What follows belongs to an exercise in optimizing a design on an open flow for small area, a short achievable clock period and few clock cycles per item; a production flow would make more cautious choices. In this exercise RTL edits were held to simulation tests only and were not proved equivalent to the original. Power and IR drop assume default switching activity.

==> flow/design.v <==
module pfor_select (
    input  wire        clk,
    input  wire        rst,           
    input  wire        in_valid,
    output wire        in_ready,
    input  wire [31:0] in_data,
    input  wire        in_delta,      
    input  wire        in_restart,    
    output wire        out_valid,
    input  wire        out_ready,
    output wire [5:0]  out_b,
    output wire [7:0]  out_cexcept,
    output wire [5:0]  out_maxb
);
    function [5:0] hib64;
        input [63:0] v;
        reg [31:0] a1; reg [31:0] i1;
        reg [15:0] a2; reg [31:0] i2;
        reg [7:0]  a3; reg [23:0] i3;
        reg [3:0]  a4; reg [15:0] i4;
        reg [1:0]  a5; reg [9:0]  i5;
        integer g;
        begin
            for (g = 0; g < 32; g = g + 1) begin
                a1[g] = v[2*g+1] | v[2*g];
                i1[g] = v[2*g+1];
            end
            for (g = 0; g < 16; g = g + 1) begin
                a2[g] = a1[2*g+1] | a1[2*g];
                i2[2*g+:2] = a1[2*g+1] ? {1'b1, i1[2*g+1]} : {1'b0, i1[2*g]};
            end
            for (g = 0; g < 8; g = g + 1) begin
                a3[g] = a2[2*g+1] | a2[2*g];
                i3[3*g+:3] = a2[2*g+1] ? {1'b1, i2[4*g+2+:2]} : {1'b0, i2[4*g+:2]};
            end
            for (g = 0; g < 4; g = g + 1) begin
                a4[g] = a3[2*g+1] | a3[2*g];
                i4[4*g+:4] = a3[2*g+1] ? {1'b1, i3[6*g+3+:3]} : {1'b0, i3[6*g+:3]};
            end
            for (g = 0; g < 2; g = g + 1) begin
                a5[g] = a4[2*g+1] | a4[2*g];
                i5[5*g+:5] = a4[2*g+1] ? {1'b1, i4[8*g+4+:4]} : {1'b0, i4[8*g+:4]};
            end
            hib64 = a5[1] ? {1'b1, i5[9:5]} : {1'b0, i5[4:0]};
        end
    endfunction
    reg         in_rdy;
    reg  [6:0]  cnt;           
    reg         blk_delta;     
    reg  [31:0] d_r;           
    reg         v_r;           
    reg         rs_r;          
    reg         use_r;         
    reg         last_r;        
    wire        accept = in_valid & in_rdy;
    wire        first  = (cnt == 7'd0);
    reg  [31:0] prev;          
    reg         pz;            
    reg  [5:0]  w_r;           
    reg  [5:0]  wl;            
    reg         v_w;
    reg         last_w;
    reg         rst_r;
    wire [31:0] x      = d_r - (use_r ? prev : 32'd0);
    wire [5:0]  width  = hib64({31'd0, x, 1'b0});
    wire        pz_next = v_r ? (~blk_delta & (rs_r | pz)) : pz;
    reg  [6:0]  freq [1:32];   
    wire [32:1] pres;          
    reg         full;          
    reg         scanning;
    reg  [6:0]  fr;            
    reg  [7:0]  dacc;          
    reg  [5:0]  cb;            
    reg         v1;
    reg  [5:0]  kf;            
    reg  [7:0]  dk;            
    reg  [5:0]  bk;
    reg         vk;
    reg  [12:0] q_r;           
    reg  [5:0]  b_r;
    reg  [7:0]  e_r;
    reg         v2;
    reg  [5:0]  maxb;
    reg  [5:0]  best_b;
    reg  [7:0]  best_c;
    reg  [12:0] best_q;
    reg         outv;
    reg         done_r;
    integer j;
    reg  [32:1] above;         
    reg  [32:1] hot;           
    always @* begin
        above[32] = 1'b0;
        for (j = 31; j >= 1; j = j - 1)
            above[j] = above[j+1] | pres[j+1];
        hot = pres & ~above;
    end
    wire [5:0]  idx  = hib64({31'd0, pres, 1'b0});
    reg  [6:0]  fsel;
    always @* begin
        fsel = 7'd0;
        for (j = 1; j <= 32; j = j + 1)
            fsel = fsel | ({7{hot[j]}} & freq[j]);
    end
    wire        any   = |pres;
    wire        start = full & ~scanning & ~outv;
    wire        step  = start | scanning;    
    wire        better = q_r > best_q;
    wire [13:0] bound  = {1'b0, q_r} + {1'b0, b_r, 7'd0};
    wire        prune  = bound <= {1'b0, best_q};
    wire        done_scan = v2 & ((b_r == 6'd0) | prune);
    wire        done_now  = start & ~any;
    wire        done  = done_scan | done_now;
    assign in_ready    = in_rdy;
    assign out_valid   = outv;
    assign out_b       = best_b;
    assign out_cexcept = best_c;
    assign out_maxb    = maxb;
    always @(posedge clk) begin
        d_r   <= in_data;
        use_r <= first ? (in_delta & ~in_restart & ~pz_next)
                       : (blk_delta & ~pz_next);
        if (accept & first)
            blk_delta <= in_delta;
        if (rst) begin
            in_rdy <= 1'b1;
            cnt    <= 7'd0;
            v_r    <= 1'b0;
            rs_r   <= 1'b0;
            last_r <= 1'b0;
        end else begin
            v_r    <= accept;
            rs_r   <= accept & first & in_restart;
            last_r <= accept & (cnt == 7'd127);
            if (accept)
                cnt <= cnt + 7'd1;
            if (accept & (cnt == 7'd127))
                in_rdy <= 1'b0;
            else if (done)
                in_rdy <= 1'b1;
        end
    end
    always @(posedge clk) begin
        w_r   <= width;
        rst_r <= rst;
        if (v_w)
            wl <= w_r;
        if (v_r & blk_delta)
            prev <= d_r;
        if (rst) begin
            pz     <= 1'b1;
            v_w    <= 1'b0;
            last_w <= 1'b0;
        end else begin
            pz     <= pz_next;
            v_w    <= v_r;
            last_w <= last_r;
        end
    end
    genvar w;
    generate
        for (w = 1; w <= 32; w = w + 1) begin : g_hist
            wire [7:0] t;
            wire [6:0] s;
            assign t[0] = v_w && (w_r == w);
            genvar i;
            for (i = 0; i < 7; i = i + 1) begin : g_bit
                assign s[i]   = freq[w][i] ^ t[i];
                assign t[i+1] = freq[w][i] & t[i];
            end
            always @(posedge clk) begin
                if (rst_r | done_r | (step & hot[w]))
                    freq[w] <= 7'd0;
                else
                    freq[w] <= s;
            end
            assign pres[w] = |freq[w];
        end
    endgenerate
    always @(posedge clk) begin
        fr   <= step ? fsel : 7'd0;
        cb   <= idx;
        kf   <= 6'd8 + maxb - cb;
        dk   <= dacc;
        bk   <= cb;
        q_r  <= kf * dk;
        b_r  <= bk;
        e_r  <= 8'd128 - dk;
        if (start)
            dacc <= 8'd128;
        else
            dacc <= dacc - {1'b0, fr};
        if (start) begin
            best_q <= 13'd0;
            best_b <= wl;
            best_c <= 8'd0;
        end else if (v2 & better) begin
            best_b <= b_r;
            best_c <= e_r;
            best_q <= q_r;
        end
        if (start)
            maxb <= any ? idx : wl;
        if (rst) begin
            full     <= 1'b0;
            scanning <= 1'b0;
            v1       <= 1'b0;
            vk       <= 1'b0;
            v2       <= 1'b0;
            outv     <= 1'b0;
            done_r   <= 1'b0;
        end else begin
            done_r  <= done;
            v1      <= step & ~done;
            vk      <= v1 & ~done;
            v2      <= vk & ~done;
            if (outv & out_ready)
                outv <= 1'b0;
            if (v_w & last_w)
                full <= 1'b1;
            if (start) begin
                full     <= 1'b0;
                scanning <= any;
                if (~any)
                    outv <= 1'b1;
            end else if (done_scan) begin
                scanning <= 1'b0;
                outv     <= 1'b1;
            end
        end
    end
endmodule
clock: 11.0 ns
lec_check: 0
cap_margin: 20
core_margin: 2
core_utilization: 40
cts_cluster_diameter: 60
cts_cluster_size: 24
place_density: 0.6
slew_margin: 20
setup_slack_margin: 7.4
buffer_ports_args: -buffer_cell sky130_fd_sc_hd__buf_2
standard.sh (not shown) runs the stock make flow with config.mk's settings and CLKGATE_MAP_FILE= SYNTH_SCRIPT=/design/flow/synth_recipe.tcl, a recipe that flattens the netlist after the stock synthesis.
==> flow/flow/run.sh <==
#!/bin/bash
# Own flow: the standard layout (standard.sh, standard synthesis), with
# extra ORFS settings from flow/extra.mk: repair timing towards a tighter
# setup slack target and faster port buffers. The make output goes to
# standard.log; ORFS keeps each tool's log under orfs/logs/.
cat flow/extra.mk >> config.mk
bash standard.sh > standard.log 2>&1
==> flow/flow/extra.mk <==
# Optimisation targets for the layout tools (the SDC and clock are unchanged)
export SETUP_SLACK_MARGIN = 7.4
export BUFFER_PORTS_ARGS = -buffer_cell sky130_fd_sc_hd__buf_2
Testbench counts at the start, summed over its fixed seeds: cycles 71,595, items 512.
Then changed:
--- a/flow/config.mk
+++ b/flow/config.mk
@@ -10,4 +10,3 @@
-export CORE_UTILIZATION = 40
-export CTS_CLUSTER_DIAMETER = 60
-export CTS_CLUSTER_SIZE = 24
-export PLACE_DENSITY = 0.6
+export CORE_UTILIZATION = 60
+export CTS_BUF_LIST = sky130_fd_sc_hd__clkbuf_8
+export PLACE_DENSITY = 0.75
=> Routed wire length falls by a few percent. Final area rises slightly. Via count goes up by a few percent. Worst hold slack gets worse by 0.0045 ns. Total power goes up by a few percent. Cell count went down by a few percent. Clock power rose by roughly a tenth.
Then changed:
--- a/flow/flow/extra.mk
+++ b/flow/flow/extra.mk
@@ -2 +2 @@
-export SETUP_SLACK_MARGIN = 7.4
+export SETUP_SLACK_MARGIN = 7.3
--- a/flow/config.mk
+++ b/flow/config.mk
@@ -10,3 +10,2 @@
-export CORE_UTILIZATION = 60
-export CTS_BUF_LIST = sky130_fd_sc_hd__clkbuf_8
-export PLACE_DENSITY = 0.75
+export CORE_UTILIZATION = 40
+export PLACE_DENSITY = 0.6
@@ -15 +14 @@
-export SETUP_SLACK_MARGIN = 7.4
+export SETUP_SLACK_MARGIN = 7.3
Critical path depth goes down by 7.
Routed wire length increases by 1.6%.
Clock power increases by 16%.
Worst hold slack gets worse by 0.0052 ns.
Clock-buffer cell count came out lower by 27.
Non-clock buffer count shrinks by 17.
Cell area rises by 0.44%.
Then changed:
--- a/flow/flow/extra.mk
+++ b/flow/flow/extra.mk
@@ -2 +2 @@
-export SETUP_SLACK_MARGIN = 7.3
+export SETUP_SLACK_MARGIN = 7.4
--- a/flow/config.mk
+++ b/flow/config.mk
@@ -10,2 +10,2 @@
-export CORE_UTILIZATION = 40
-export PLACE_DENSITY = 0.6
+export CORE_UTILIZATION = 50
+export PLACE_DENSITY = 0.65
@@ -14 +14 @@
-export SETUP_SLACK_MARGIN = 7.3
+export SETUP_SLACK_MARGIN = 7.4
Cell area came out lower by 0.51%.
Register-to-register slack improved by 0.07 ns.
Routed wire length came out lower by 0.86%.
Power came out lower by 1.0%.
Die area came out lower by 20%.
Via count came out higher by 0.87%.
Core utilization came out higher by 11 points.
Worst setup slack improved by 0.075 ns.
Then changed:
--- a/flow/config.mk
+++ b/flow/config.mk
@@ -10,2 +10,4 @@
-export CORE_UTILIZATION = 50
-export PLACE_DENSITY = 0.65
+export CORE_UTILIZATION = 40
+export CTS_CLUSTER_DIAMETER = 80
+export CTS_CLUSTER_SIZE = 32
+export PLACE_DENSITY = 0.6
Effect: Wire length is higher slightly; total power drops by a little under a tenth; setup slack improves by 0.0078 ns; via count hardly moves; area after synthesis does not change; cell count went up by a few percent; synthesized cell count is unchanged.

afterwards: timing with drivers on the ports:
Ports are ideal in the flow. The routed layouts listed here were re-timed in OpenROAD.
Step 1 assumes that a clkbuf_16 drives the clock port and a buf_2 every other input.
Step 2 also shifts input and output timing later by t, the mid clock arrival at the registers, as if the neighbouring blocks saw the same clock.
Slacks: no drivers / after step 1 / after step 2; pairs: no drivers / after step 1.
run | shift t [ns] | setup WS [ns] | hold slack, ns | worst register clock-pin slew, ns | cell pins on the clock port's net
the first run | 0.613 | 7.448 / 7.448 / 7.448 | 0.333 / 0.333 / 0.333 | 0.09 / 0.09 | 1
the second run | 0.664 | 7.437 / 7.437 / 7.261 | 0.328 / 0.328 / 0.328 | 0.07 / 0.07 | 1
the third run | 0.647 | 7.400 / 7.400 / 7.400 | 0.323 / 0.323 / 0.323 | 0.07 / 0.07 | 1
the fourth run | 0.626 | 7.474 / 7.474 / 7.474 | 0.326 / 0.326 / 0.326 | 0.06 / 0.06 | 1
the fifth run | 0.643 | 7.482 / 7.435 / 7.482 | 0.338 / 0.338 / 0.338 | 0.12 / 0.12 | 1
After both steps every run listed still meets setup and hold. For the second run, which loses most, drivers alone change the setup slack by 0.000 ns; drivers and shift together by -0.176 ns.
